Source: an optimization exercise on an open RTL-to-GDS flow (aim: small area, a short achievable clock period and few clock cycles). Production flows keep margins and buffers that such runs may drop.
Power and IR drop assume default switching activity.

Design toy_lic_tce, start of the top module:
module toy_lic_tce (
    input  wire        clk,
    input  wire        rst,           
    input  wire        lic_ready,     
    input  wire        cmd_valid,
    output wire        cmd_ready,
    input  wire [31:0] cmd_word,
    input  wire [31:0] cmd_arg,
    output reg         done,
    output reg  [3:0]  status,
    output reg  [31:0] res,
    output reg         fault,
    output reg  [1:0]  cal_state,
    output wire        bus_req,
    output wire        bus_we,
    output wire [1:0]  bus_space,
    output wire [15:0] bus_addr,
    output wire [31:0] bus_wdata,
    input  wire        bus_ack,
    input  wire [31:0] bus_rdata
);
    localparam integer D  = 4;               
    localparam integer ND = (32 + D - 1) / D;
    localparam [1:0] SP_MMIO = 2'd0, SP_PORT = 2'd1, SP_LOG = 2'd2;
    localparam [3:0] ST_OK = 4'd0, ST_ILLEGAL = 4'd1, ST_NOT_READY = 4'd2,
                     ST_UNCAL = 4'd3, ST_SEQ = 4'd4, ST_CAL_FAILED = 4'd5,
                     ST_RANGE = 4'd6;
    localparam [1:0] UNCAL = 2'd0, CAL_OK = 2'd1, CAL_FAILED = 2'd2;
    localparam [4:0]
        S_IDLE  = 5'd0,
        S_C_LVT = 5'd1,  S_C_TDCR = 5'd2,  S_C_TICR = 5'd3,  S_C_RDSC = 5'd4,
        S_C_WRSC = 5'd5, S_C_MODE = 5'd6,  S_C_CNTLO = 5'd7, S_C_CNTHI = 5'd8,
        S_C_POLL = 5'd9, S_C_RDCUR = 5'd10, S_C_DIV = 5'd11, S_C_STOP = 5'd12,
        S_C_RDSC2 = 5'd13, S_C_WRSC2 = 5'd14, S_C_LOG = 5'd15,
        S_T_STOP = 5'd16, S_T_WSEL = 5'd17, S_T_SEL = 5'd18, S_T_LVT = 5'd19,
        S_T_WCNT = 5'd20, S_T_TICR = 5'd21, S_P_STOP = 5'd22;
    reg [4:0]  state;
    reg        rdy;
    reg        b_req, b_we;
    reg [1:0]  b_space;
    reg [9:0]  b_addr;
    reg        w_iv, w_cnt, w_c;     
    reg [7:0]  cw;                   
    reg        cw17;
    reg        zr;                   
    reg [31:0] iv;           
    reg        periodic;
    reg [25:0] tq;           
    reg [6:0]  tr;           
    reg [41:0] acc;          
    reg        ovf;          
    reg [6:0]  rem;
  ...
For scale: roughly 2300 cells after synthesis, roughly 190 flip-flops, ~190 I/O pins, about 18000 µm² of cells after synthesis.
make LEC_CHECK=0 CAP_MARGIN=20 CORE_MARGIN=2 CORE_UTILIZATION=40 SLEW_MARGIN=20 finish   # period 60.0 ns
run.sh (not shown) runs the stock make flow with config.mk's settings and CLKGATE_MAP_FILE= SYNTH_SCRIPT=/design/flow/synth_recipe.tcl, a recipe that flattens the netlist after the stock synthesis.
Rerun with:
--- a/flow/design.v
+++ b/flow/design.v
@@ -80,32 +80,32 @@
             nbits = 6'd0;
             for (n = 0; n < 32; n = n + 1)
                 if (v[n]) nbits = n[5:0] + 6'd1;
         end
     endfunction
     reg [2:0] lead;
     integer li;
     always @(*) begin
         lead = 3'd0;
         for (li = 1; li < ND; li = li + 1)
-            if (iv[D*li +: D] != {D{1'b0}}) lead = li[2:0];
+            if (cmd_arg[D*li +: D] != {D{1'b0}}) lead = li[2:0];
     end
-    wire [D-1:0] top = iv[D*lead +: D];
-    wire [5:0] n_iv  = (top[3] ? 6'd4 : top[2] ? 6'd3 : top[1] ? 6'd2 : top[0] ? 6'd1 : 6'd0) +
-                       {1'b0, lead, 2'b00};
+    wire [5:0] n_iv  = (a[3] ? 6'd4 : a[2] ? 6'd3 : a[1] ? 6'd2 : a[0] ? 6'd1 : 6'd0) +
+                       {1'b0, dig, 2'b00};
     wire [5:0] n_res = nbits(res);
     wire [6:0] n_sum = {1'b0, n_iv} + {1'b0, n_res};
-    wire       fit_sz = (n_sum <= 7'd41);      
-    wire       big_sz = (n_sum >= 7'd51);      
+    reg        fit_r, big_r;
+    wire       fit_sz = first ? (n_sum <= 7'd41) : fit_r;     
+    wire       big_sz = first ? (n_sum >= 7'd51) : big_r;     
     wire        run  = ((state == S_T_STOP) | (state == S_T_WSEL) | (state == S_T_SEL) |
                         (state == S_T_LVT) | (state == S_T_WCNT) | (state == S_C_DIV)) & ~fin;
-    wire [2:0]  d    = first ? lead : dig;
+    wire [2:0]  d    = dig;
     wire [D-1:0] a   = iv[D*d +: D];
     wire        last = (d == 3'd0);
     wire [D+7:0] x0 = {1'b0, rem, {D{1'b0}}} + tr * a;
     wire [D+7:0] xs [0:D+1];
     wire [D:0]   qd;
     assign xs[0] = x0;
     genvar g;
     generate
         for (g = 0; g <= D; g = g + 1) begin : rs
             wire [D+7:0] c = 125 << (D - g);
@@ -184,27 +184,32 @@
             case (state)
                 S_C_TDCR:  iv <= 32'hFFFF_FFFF;
                 S_C_RDSC:  iv <= {24'd0, (bus_rdata[7:0] & 8'hFD) | 8'h01};
                 S_C_RDCUR: iv <= ~bus_rdata;
                 S_C_RDSC2: iv <= {24'd0, bus_rdata[7:0] & 8'hFE};
                 default: ;
             endcase
         end
         if (state == S_IDLE || state == S_C_RDCUR) begin
             acc <= 42'd0; ovf <= 1'b0; rem <= 7'd0; first <= 1'b1; fin <= 1'b0;
+            dig <= (state == S_IDLE) ? lead : 3'd7;
         end else if (run) begin
             acc <= acc_sum[41:0];
             ovf <= ovf | (acc_sum[42+D:42] != 0);
             rem <= xs[D+1][6:0];
             dig <= d - 3'd1;
             first <= 1'b0;
             fin <= last;
+            if (first) begin
+                fit_r <= (n_sum <= 7'd41);
+                big_r <= (n_sum >= 7'd51);
+            end
         end else if (fin && !fits && state != S_T_WSEL && state != S_T_STOP) begin
             acc <= acc >> 1;         
         end
         if (state == S_C_LVT) begin
             tq <= 26'd0; tr <= 7'd1;
         end else if (state == S_C_DIV && fin) begin
             tq <= acc[25:0]; tr <= rem;
         end
         if (rst) begin
             state     <= S_IDLE;
Clock-buffer cell count is lower by 1. Cell count is lower by 1.9%. Setup slack improves by 1800 ps. Design area is lower by 1.0%. Global-route usage is lower by 2.4 points. Utilization is lower by 0.39 points. Area after synthesis is lower by 0.38%. Power is lower by 3.1%. Sequential power is lower by about 2%. Combinational power is lower by about 3%.
Function was not checked in any run of this note: the RTL went through the layout flow alone.

## afterwards: timing with drivers on the ports
No port has a modelled driver above. Below, the same layouts with a new extraction and two added sets of constraints.
Step 1 (the two cells are an assumption about what drives the block):
set clk [get_ports {clk}]
set_driving_cell -lib_cell sky130_fd_sc_hd__clkbuf_16 $clk
set_driving_cell -lib_cell sky130_fd_sc_hd__buf_2 [delete_from_list [all_inputs] $clk]
Step 2 adds t to the input delays and takes it off the output delays; t is the mean of the earliest and latest rising clock arrival at the registers after step 1. Input paths then give back, and output paths get back, about the clock's delay inside the block.
a / b / c = no drivers / after step 1 / after step 2; a / b = the first two.
| run | shift t [ns] | setup slack, ns | worst setup path at the end |
|---|---|---|---|
| the first run | 0.516 | 42.844 / 42.844 / 42.844 | register to register |
| the second run | 0.521 | 44.594 / 44.626 / 44.105 | input to register |
After both steps every run listed still meets setup and hold. For the second run, which loses most, drivers alone change the setup slack by +0.032 ns; drivers and shift together by -0.489 ns.
